This is an optimization exercise on Yosys and OpenROAD, whose aim is small area and few clock cycles, not a production implementation. Function was checked by simulation only, so behaviour that the tests miss may differ from the original. Power and IR drop assume default switching activity.

--- run.sh ---
#!/bin/bash
# synth_recipe.tcl (not shown) runs the flow's synth.tcl, then flattens the netlist and writes it again
# the make line also repeats each setting of config.mk as NAME=value (left out here)
make -C /OpenROAD-flow-scripts/flow DESIGN_CONFIG=/design/flow/config.mk WORK_HOME=/design/flow/orfs CLKGATE_MAP_FILE= SYNTH_SCRIPT=/design/flow/synth_recipe.tcl finish
--- config.mk ---
export PLATFORM = sky130hd
export DESIGN_NAME = snpe
export DESIGN_NICKNAME = snpe
export VERILOG_FILES = /design/flow/design.v
export SDC_FILE = /design/flow/constraint.sdc
export NUM_CORES = 4
export LEC_CHECK = 0
export CAP_MARGIN = 20
export CORE_MARGIN = 2
export CORE_UTILIZATION = 40
export SLEW_MARGIN = 20
--- constraint.sdc ---
create_clock -name core_clock -period 10.0 [get_ports {clk}]
set_input_delay 2.0000 -clock core_clock [delete_from_list [all_inputs] [get_ports {clk}]]
set_output_delay 2.0000 -clock core_clock [all_outputs]
set_load 0.01 [all_outputs]
--- design.v ---
module snpe (
    input  wire        clk,
    input  wire        rst,
    input  wire        cmd_valid,
    output wire        cmd_ready,
    input  wire [7:0]  cmd_data,
    input  wire        cmd_last,
    output wire        rsp_valid,
    input  wire        rsp_ready,
    output wire [7:0]  rsp_data,
    output wire        rsp_last,
    input  wire [31:0] now,
    input  wire [15:0] rnd
);
    localparam N_SLOTS = 5;
    localparam [15:0] CK_INIT = 16'h1021;
    localparam [31:0] TTL = 32'd1000;
    localparam [7:0] MAX_PAYLOAD = 8'd29;
    localparam [7:0] SMALL_MAX   = 8'd13;
    localparam RBUF_N = 33;                
    localparam [7:0] OP_SYS_RESET = 8'h00;
    localparam [7:0] OP_CRC_INIT  = 8'h10;
    localparam [7:0] OP_CRC_BYTE  = 8'h11;
    localparam [7:0] OP_CRC_READ  = 8'h12;
    localparam [7:0] OP_CRC_GEN   = 8'h13;
    localparam [7:0] OP_CRC_CHK   = 8'h14;
    localparam [7:0] OP_FRM_ENC   = 8'h20;
    localparam [7:0] OP_FRM_DEC   = 8'h21;
    localparam [7:0] OP_CAM_REQ   = 8'h30;
    localparam [7:0] OP_CAM_CHK   = 8'h31;
    localparam [7:0] OP_CAM_RD    = 8'h32;
    localparam [7:0] OP_CAM_CNT   = 8'h33;
    localparam [7:0] S_OK      = 8'h00;
    localparam [7:0] S_E_OP    = 8'h01;
    localparam [7:0] S_E_FMT   = 8'h02;
    localparam [7:0] S_E_LEN   = 8'h03;
    localparam [7:0] S_E_ALIGN = 8'h04;
    localparam [7:0] S_E_SIZE  = 8'h05;
    localparam [7:0] S_E_FIT   = 8'h06;
    localparam [7:0] S_E_CKSUM = 8'h07;
    localparam [7:0] S_E_FULL  = 8'h08;
    localparam [7:0] S_E_MISS  = 8'h09;
    localparam [7:0] S_E_IDX   = 8'h0D;
    localparam [1:0] ST_RECV = 2'd0;
    localparam [1:0] ST_EXEC = 2'd1;
    localparam [1:0] ST_RESP = 2'd2;
    function [15:0] ck_step(input [15:0] acc, input [7:0] b);
        ck_step = {acc[14:0], acc[15]} ^ {8'h00, b};
    endfunction
    reg [15:0] acc;
    reg        slot_valid [0:N_SLOTS-1];
    reg [15:0] slot_chal  [0:N_SLOTS-1];
    reg [15:0] slot_iss   [0:N_SLOTS-1];
    reg [31:0] slot_t     [0:N_SLOTS-1];
    reg [1:0]  state;
    reg [7:0]  op;
    reg [8:0]  cnt;        
    reg [7:0]  b1, b2, b3;
    reg [15:0] tacc;       
    reg [7:0]  dbuf [0:31];  
    reg [7:0]  fn;         
    reg [7:0]  rbuf [0:RBUF_N-1];
    reg [5:0]  rlen;       
    reg [5:0]  ridx;
    wire cmd_fire = cmd_valid && cmd_ready;
    wire rsp_fire = rsp_valid && rsp_ready;
    assign cmd_ready = (state == ST_RECV);
    assign rsp_valid = (state == ST_RESP);
    assign rsp_data  = rbuf[ridx];
    assign rsp_last  = (ridx == rlen - 6'd1);
    wire [7:0] cur_op   = (cnt == 9'd0) ? cmd_data : op;
    wire [8:0] len_idx  = (cur_op == OP_CRC_CHK) ? 9'd3 :
                          (cur_op == OP_FRM_DEC) ? 9'd4 : 9'd1;
    wire [8:0] dec_end  = 9'd4 + {1'b0, fn};
    wire [8:0] didx     = cnt - 9'd2;
    always @(posedge clk) begin
        if (rst) begin
            state <= ST_RECV;
            op    <= 8'h00;
            cnt   <= 9'd0;
            b1    <= 8'h00;
            b2    <= 8'h00;
            b3    <= 8'h00;
            tacc  <= CK_INIT;
            ridx  <= 6'd0;
            fn    <= 8'h00;
        end else begin
            case (state)
                ST_RECV: if (cmd_fire) begin
                    if (cnt == 9'd0) op <= cmd_data;
                    if (cnt == 9'd1) b1 <= cmd_data;
                    if (cnt == 9'd2) b2 <= cmd_data;
                    if (cnt == 9'd3) b3 <= cmd_data;
                    if (cnt == 9'd4) fn <= cmd_data;
                    if (cnt >= 9'd2 && cnt <= 9'd33) dbuf[didx[4:0]] <= cmd_data;
                    if (cnt == len_idx)
                        tacc <= ck_step(CK_INIT, cmd_data);
                    else if (cnt > len_idx && (cur_op != OP_FRM_DEC || cnt <= dec_end))
                        tacc <= ck_step(tacc, cmd_data);
                    if (cnt != 9'h1FF) cnt <= cnt + 9'd1;
                    if (cmd_last) state <= ST_EXEC;
                end
                ST_EXEC: begin
                    state <= ST_RESP;
                    ridx  <= 6'd0;
                end
                ST_RESP: if (rsp_fire) begin
                    if (rsp_last) begin
                        state <= ST_RECV;
                        cnt   <= 9'd0;
                    end else begin
                        ridx <= ridx + 6'd1;
                    end
                end
                default: state <= ST_RECV;
            endcase
        end
    end
    wire [8:0] rec_len = cnt;
    reg op_legal, fmt_ok;
    always @(*) begin
        op_legal = 1'b1;
        fmt_ok   = 1'b0;
        case (op)
            OP_SYS_RESET, OP_CRC_INIT, OP_CRC_READ, OP_CAM_CNT:
                fmt_ok = (rec_len == 9'd1);
            OP_CRC_BYTE, OP_CAM_RD:
                fmt_ok = (rec_len == 9'd2);
            OP_CAM_REQ, OP_CAM_CHK:
                fmt_ok = (rec_len == 9'd3);
            OP_CRC_GEN, OP_FRM_ENC, OP_FRM_DEC:
                fmt_ok = (rec_len >= 9'd2) && (rec_len == 9'd2 + {1'b0, b1});
            OP_CRC_CHK:
                fmt_ok = (rec_len >= 9'd4) && (rec_len == 9'd4 + {1'b0, b3});
            default:
                op_legal = 1'b0;
        endcase
    end
    wire [15:0] v16 = {b1, b2};
    reg [N_SLOTS-1:0] live;
    reg [N_SLOTS-1:0] chal_match;
    reg [N_SLOTS-1:0] iss_match;
    integer i;
    always @(*) begin
        for (i = 0; i < N_SLOTS; i = i + 1) begin
            live[i]       = slot_valid[i] && ((now - slot_t[i]) < TTL);
            chal_match[i] = live[i] && (slot_chal[i] == v16);
            iss_match[i]  = live[i] && (slot_iss[i] == v16);
        end
    end
    reg        chal_hit, iss_hit, have_free;
    reg [2:0]  chal_idx, iss_idx, free_idx;
    reg [2:0]  live_cnt;
    integer j;
    always @(*) begin
        chal_hit = 1'b0; chal_idx = 3'd0;
        iss_hit  = 1'b0; iss_idx  = 3'd0;
        have_free = 1'b0; free_idx = 3'd0;
        live_cnt = 3'd0;
        for (j = N_SLOTS - 1; j >= 0; j = j - 1) begin
            if (chal_match[j]) begin chal_hit = 1'b1; chal_idx = j[2:0]; end
            if (iss_match[j])  begin iss_hit  = 1'b1; iss_idx  = j[2:0]; end
            if (!live[j])      begin have_free = 1'b1; free_idx = j[2:0]; end
            live_cnt = live_cnt + {2'b00, live[j]};
        end
    end
    wire       rd_ok  = (b1 < N_SLOTS);
    wire [2:0] rd_idx = b1[2:0];
    integer k;
    always @(posedge clk) begin
        if (rst) begin
            acc  <= CK_INIT;
            rlen <= 6'd1;
            for (k = 0; k < N_SLOTS; k = k + 1) begin
                slot_valid[k] <= 1'b0;
                slot_chal[k]  <= 16'h0000;
                slot_iss[k]   <= 16'h0000;
                slot_t[k]     <= 32'h0000_0000;
            end
            for (k = 0; k < RBUF_N; k = k + 1) rbuf[k] <= 8'h00;
        end else if (state == ST_EXEC) begin
            for (k = 0; k < RBUF_N; k = k + 1) rbuf[k] <= 8'h00;
            rlen <= 6'd1;
            if (!op_legal) begin
                rbuf[0] <= S_E_OP;
            end else if (!fmt_ok) begin
                rbuf[0] <= S_E_FMT;
            end else begin
                rbuf[0] <= S_OK;
                case (op)
                    OP_SYS_RESET: begin
                        acc <= CK_INIT;
                        for (k = 0; k < N_SLOTS; k = k + 1) begin
                            slot_valid[k] <= 1'b0;
                            slot_chal[k]  <= 16'h0000;
                            slot_iss[k]   <= 16'h0000;
                            slot_t[k]     <= 32'h0000_0000;
                        end
                    end
                    OP_CRC_INIT: acc <= CK_INIT;
                    OP_CRC_BYTE: acc <= ck_step(acc, b1);
                    OP_CRC_READ: begin
                        rbuf[1] <= acc[15:8];
                        rbuf[2] <= acc[7:0];
                        rlen    <= 6'd3;
                    end
                    OP_CRC_GEN: begin
                        if (b1 > MAX_PAYLOAD) begin
                            rbuf[0] <= S_E_LEN;
                        end else begin
                            acc     <= tacc;
                            rbuf[1] <= tacc[15:8];
                            rbuf[2] <= tacc[7:0];
                            rlen    <= 6'd3;
                        end
                    end
                    OP_CRC_CHK: begin
                        if (b3 > MAX_PAYLOAD) begin
                            rbuf[0] <= S_E_LEN;
                        end else begin
                            acc     <= tacc;
                            rbuf[0] <= (tacc == {b1, b2}) ? S_OK : S_E_CKSUM;
                            rbuf[1] <= tacc[15:8];
                            rbuf[2] <= tacc[7:0];
                            rlen    <= 6'd3;
                        end
                    end
                    OP_FRM_ENC: begin
                        if (b1 > MAX_PAYLOAD) begin
                            rbuf[0] <= S_E_LEN;
                        end else begin
                            rbuf[1] <= tacc[15:8];
                            rbuf[2] <= tacc[7:0];
                            rbuf[3] <= b1;
                            for (k = 0; k < 29; k = k + 1)
                                rbuf[4 + k] <= (k < b1) ? dbuf[k] : 8'h00;
                            rlen    <= (b1 <= SMALL_MAX) ? 6'd17 : 6'd33;
                        end
                    end
                    OP_FRM_DEC: begin
                        if (b1[3:0] != 4'd0)
                            rbuf[0] <= S_E_ALIGN;
                        else if (b1 == 8'd0 || b1 > 8'd32)
                            rbuf[0] <= S_E_SIZE;
                        else if (fn > MAX_PAYLOAD)
                            rbuf[0] <= S_E_LEN;
                        else if ({1'b0, fn} + 9'd3 > {1'b0, b1})
                            rbuf[0] <= S_E_FIT;
                        else if (tacc != {dbuf[0], dbuf[1]})
                            rbuf[0] <= S_E_CKSUM;
                        else begin
                            rbuf[1] <= fn;
                            for (k = 0; k < 29; k = k + 1)
                                rbuf[2 + k] <= (k < fn) ? dbuf[3 + k] : 8'h00;
                            rlen    <= 6'd2 + fn[5:0];
                        end
                    end
                    OP_CAM_REQ: begin
                        if (chal_hit) begin
                            rbuf[1] <= 8'h00;
                            rbuf[2] <= slot_iss[chal_idx][15:8];
                            rbuf[3] <= slot_iss[chal_idx][7:0];
                            rbuf[4] <= {5'd0, chal_idx};
                            rlen    <= 6'd5;
                        end else if (have_free) begin
                            slot_valid[free_idx] <= 1'b1;
                            slot_chal[free_idx]  <= v16;
                            slot_iss[free_idx]   <= rnd;
                            slot_t[free_idx]     <= now;
                            rbuf[1] <= 8'h01;
                            rbuf[2] <= rnd[15:8];
                            rbuf[3] <= rnd[7:0];
                            rbuf[4] <= {5'd0, free_idx};
                            rlen    <= 6'd5;
                        end else begin
                            rbuf[0] <= S_E_FULL;
                        end
                    end
                    OP_CAM_CHK: begin
                        if (iss_hit) begin
                            rbuf[1] <= {5'd0, iss_idx};
                            rlen    <= 6'd2;
                        end else begin
                            rbuf[0] <= S_E_MISS;
                        end
                    end
                    OP_CAM_RD: begin
                        if (rd_ok) begin
                            rbuf[1]  <= {7'd0, slot_valid[rd_idx]};
                            rbuf[2]  <= {7'd0, live[rd_idx]};
                            rbuf[3]  <= slot_chal[rd_idx][15:8];
                            rbuf[4]  <= slot_chal[rd_idx][7:0];
                            rbuf[5]  <= slot_iss[rd_idx][15:8];
                            rbuf[6]  <= slot_iss[rd_idx][7:0];
                            rbuf[7]  <= slot_t[rd_idx][31:24];
                            rbuf[8]  <= slot_t[rd_idx][23:16];
                            rbuf[9]  <= slot_t[rd_idx][15:8];
                            rbuf[10] <= slot_t[rd_idx][7:0];
                            rlen     <= 6'd11;
                        end else begin
                            rbuf[0] <= S_E_IDX;
                        end
                    end
                    OP_CAM_CNT: begin
                        rbuf[1] <= {5'd0, live_cnt};
                        rlen    <= 6'd2;
                    end
                    default: ;
                endcase
            end
        end
    end
endmodule
==> key figures <==
Status
  – Outcome: complete, no violations

Global routing
  – First-pass GRT wire length: 383 mm
  – Vias in the first global route: 50.9k
  – Grt total ovfl: 0
  – Initial antenna violation count: 18
  – Largest net degree at the start of global routing: 115
  – All-Layer GR Usage: 32.7%

Clocking
  – Clock latency (worst-skew pair): 0.80 ns
  – Post_cts resized: 0
  – Postcts setup bufs: 0
  – Clock Sinks: 1,134
  – Clock slew at reported path FFs: 0.06 ns
  – CTS tree: yes
  – CTS Buf Count: 132
  – Clock root cell: clkbuf_16
  – Hold-fix buffers, CTS: 0
  – CTS max path bufs: 3
  – H-tree levels: 4

Routing
  – Via/cell ratio: 6.41
  – Number of vias in the routed layout: 54.5k
  – ANT nets after route: 0
  – Post-Route WL: 273 mm
  – Post-route DRC: 0
  – DRT iter0 DRCs: 7,817
  – Drt wl/cell: 32.1 µm
  – Pre-antenna DRT Iters: 8

Worst setup path
  – Maximum fanout along the worst path: 13
  – RR Endpoint: rbuf[1][0]
  – Crit path DAT: 9.14 ns
  – Reg-to-reg slack, setup: 3.34 ns
  – Crit. End Element: register
  – Worst reg2reg path depth: 19
  – Startpoint Class: input port
  – WP data required: 10.69 ns
  – WS Path Type: input port to register
  – R2r startpoint: slot_t[3][6]

Hold path
  – WHS Endpoint: slot_valid[6]
  – Hold Crit Class: register to register
  – Worst hold path startpoint: slot_valid[6]
  – Hold Path Stages: 0

Logic synthesis
  – Post-synth EDFFs: 768
  – Yosys cell types: 123
  – Cell taking the most area after synthesis: edfxtp_1
  – Post-Synthesis Cells: 6,202
  – Share of the synthesized area in the top cell type: 36.1%
  – Cell Area, Synth: 0.0639 mm²
  – Ys async rst share: 0%
  – Synth Area per Inst: 10.3 µm²
  – Top cells by area, synth: edfxtp_1 36%, dfxtp_1 11%, mux4_2 4.6%
  – Register bit total from synthesis: 1,134
  – Syn. warnings: 2
  – Post-synthesis sequential area ratio: 47.5%
  – Top_reg_cell synth: edfxtp_1

STA
  – Clock Skew: 0.0369 ns
  – Fin Hold WS: 0.352 ns
  – Max Clock Freq: 118 MHz
  – Final period utilization: 84.5%
  – Tmin final: 8.45 ns
  – Pins Over Slew Limit: 0
  – RSZ-0062 raised after global routing: false
  – Least-Margin Pin Slew: 1.21 ns
  – Final setup vio count: 0
  – Worst slew margin: 19.0%
  – Fin. Hold Viols: 0
  – Post-route setup slack: 1.55 ns
  – Sum Neg Setup Slack: 0 ns

Power
  – Logic gate share of total power: 13.4%
  – P_sw: 3.27 mW
  – Flop pwr share: 44.8%
  – Clock network fraction of total power: 41.8%
  – Pwr Density: 163 mW/mm²
  – Leak pwr: 25.4 nW
  – Switching Fraction: 27.9%
  – Pwr Total: 11.7 mW
  – Internal: 8.43 mW
  – Max VDD drop: 0.182 mV

Layout
  – Multi-input logic area: 0.0320 mm²
  – Sequential cell area: 0.0304 mm²
  – Layout cells sized above 1: 9.13%
  – Fill count: 15.0k
  – P&R area growth vs syn: 12.4%
  – Nets: 6,590

Floorplan
  – Core Area: 0.159 mm²
  – Ports: 72
  – Die Y: 404 µm
  – Initial Utilization: 40.3%
  – Die Footprint: 0.163 mm²
  – Rows: 146
  – Die X: 404 µm

Placement
  – Pre-CTS setup slack: 0.990 ns
  – DPL Wire Length: 200 mm
  – GP Congestion: 1.05
  – Port bufs: 71

Flow run
  – Max-cap violations: 0
## cells in the final DEF, fill, tap and decap left out, drive strengths merged, types with 51 or more instances in the layout
master | synthesis | layout
buf | 64 | 139
a221oi | 72 | 72
mux2i | 102 | 102
nand4 | 143 | 143
a21oi | 391 | 391
clkdlybuf4s50 | 0 | 62
nor2 | 419 | 419
a211oi | 51 | 51
mux4 | 130 | 130
nand2 | 485 | 485
inv | 232 | 243
conb | 1 | 192
a21o | 52 | 52
dfxtp | 366 | 366
nor4 | 85 | 85
nand3 | 126 | 126
o21a | 53 | 53
a22o | 58 | 58
and2 | 243 | 243
clkbuf | 339 | 172
a22oi | 264 | 264
a31oi | 57 | 57
o21ai | 327 | 327
and3 | 160 | 160
edfxtp | 768 | 768
xnor2 | 162 | 162
nor3 | 103 | 103
ha | 202 | 202
xor2 | 178 | 178
## final cells by class
class	instances	share of cell area (%)
multi-input cells	4623	44.5
well taps	2072	3.61
clock inverters	69	1.01
repair buffers	201	2.42
diodes	6	0.0209
clock buffers	172	4.93
flip-flops and latches	1134	42.3
inverters	233	1.22
## cell usage after synthesis, types with 13 or more instances
cell type	number
or2_2	20
a21oi_1	388
and3_1	159
a311oi_1	16
or4_1	16
or3_1	41
xor2_1	178
o21ai_1	17
dfxtp_1	366
buf_2	21
a221oi_1	71
mux2i_1	102
buf_1	30
a211oi_1	48
clkbuf_1	335
ha_1	202
nand4_1	142
a31oi_1	55
o31ai_1	24
inv_1	231
mux4_2	130
a2bb2oi_1	13
a221o_1	15
o21a_1	52
nand3_1	126
o211ai_1	39
nor2b_1	25
nand2_1	485
nor3_1	98
o22ai_1	13
edfxtp_1	768
a22oi_1	264
a211o_1	18
nor2_1	417
a21o_1	51
nand2b_1	43
xnor2_1	162
nor4_1	80
a22o_1	58
o21ai_0	310
and2_1	241
nor4b_1	14
o21bai_1	24
o2111ai_1	15
## critical path, stage by stage
cell and delay [ns]:
clkdlybuf4s50_1 0.85, ha_1 0.60, a21oi_1 0.40, o21ai_1 0.20, nor3_1 0.21, a21oi_2 0.14, nor2_1 0.22, mux2_1 0.35
o311ai_0 0.40, nand4_1 0.61, nor4_2 0.78, fa_1 0.55, fa_1 0.47, a222oi_1 0.31, o21ai_0 0.17, a21oi_1 0.25
o21ai_0 0.15, a21o_1 0.18, a32o_1 0.24
## cells by family (layout without fill, tap and decap cells)
family / after synthesis / count (layout) / synth area share [%]
AND/OR/NAND/NOR: 1998 / 1998 / 16.1
AO/OA/AOI/OAI: 1647 / 1647 / 17.4
flip-flops: 1134 / 1134 / 47.5
buffers and inverters: 636 / 675 / 3.91
XOR/XNOR: 340 / 340 / 4.66
multiplexers: 242 / 242 / 6.35
adder cells (fa/ha/maj): 204 / 204 / 4.01
other: 1 / 198 / 0.00586
## flip-flops by register name (all words and copies together) (netlist names), 8 cells and up, named ones only
signal and cells:
fn 8, slot_valid 8, rbuf 260, op 8
b1 8, tacc 16, acc 16, b2 8
slot_t 256, dbuf 256, slot_iss 128, cnt 9
b3 8, slot_chal 128
## power by group through the flow
stage	Combinational [mW]	Sequential, mW	Clock (mW)
after floorplan	0.964	5.28	0
after global placement	1.53	5.33	0
after detailed placement	1.52	5.34	0
after CTS	1.53	5.24	4.93
after global routing	1.65	5.25	5.11
final	1.56	5.24	4.89
## per-stage QoR
step | cell area [µm²] | cells | utilization [%]
2_1_floorplan | 64700 | 6393 | -
3_3_place_gp | 67500 | 8261 | 42.6
3_5_place_dp | 67500 | 8263 | 42.6
4_1_cts | 71800 | 8504 | 45.3
5_1_grt | 71800 | 8504 | 45.3
6_report | 71900 | 8510 | 45.3
## worst max-delay path by stage
stage	startpoint	to	depth (start not counted)	slack, ns
finish	now[6]	rbuf[1][0]	19	1.55
global route	now[6]	rbuf[1][0]	19	1.20
CTS	now[6]	rbuf[1][0]	19	1.82
detailed placement	now[6]	rbuf[1][0]	19	0.99
global placement	now[6]	rbuf[1][0]	19	1.03
floorplan	now[2]	slot_chal[1][0]	14	2.70
## per-layer routing
metal	routed length (µm)	GRT usage (%)	up-vias
li1	-	-	23500
met1	111000	45.0	27300
met2	117000	48.9	3191
met3	29400	7.44	574
met4	14600	15.0	14
met5	88	0	-
Testbench counts, summed over its fixed seeds: cycles 69,317.

==> re-timing with driven ports <==
How much do the figures lean on ideal ports? The routed layout below was timed once more, with nothing changed but the port constraints.
Step 1, drivers: a clkbuf_16 drives clk and a buf_2 each remaining input, both assumed.
Step 2 times the ports against the registers' clock, not the clock port: input delays grow and output delays shrink by t, the midpoint of the rising clock arrivals with the driver on.
a / b / c = ideal / step 1 / step 2; a / b = the first two.
t (ns): 0.879
slack for setup (ns): 1.549 / 1.621 / 0.742
worst slew at a driven data input, ns: 0.22
After both steps this run still meets setup and hold. For this run, drivers alone change the setup slack by +0.072 ns; drivers and shift together by -0.807 ns.
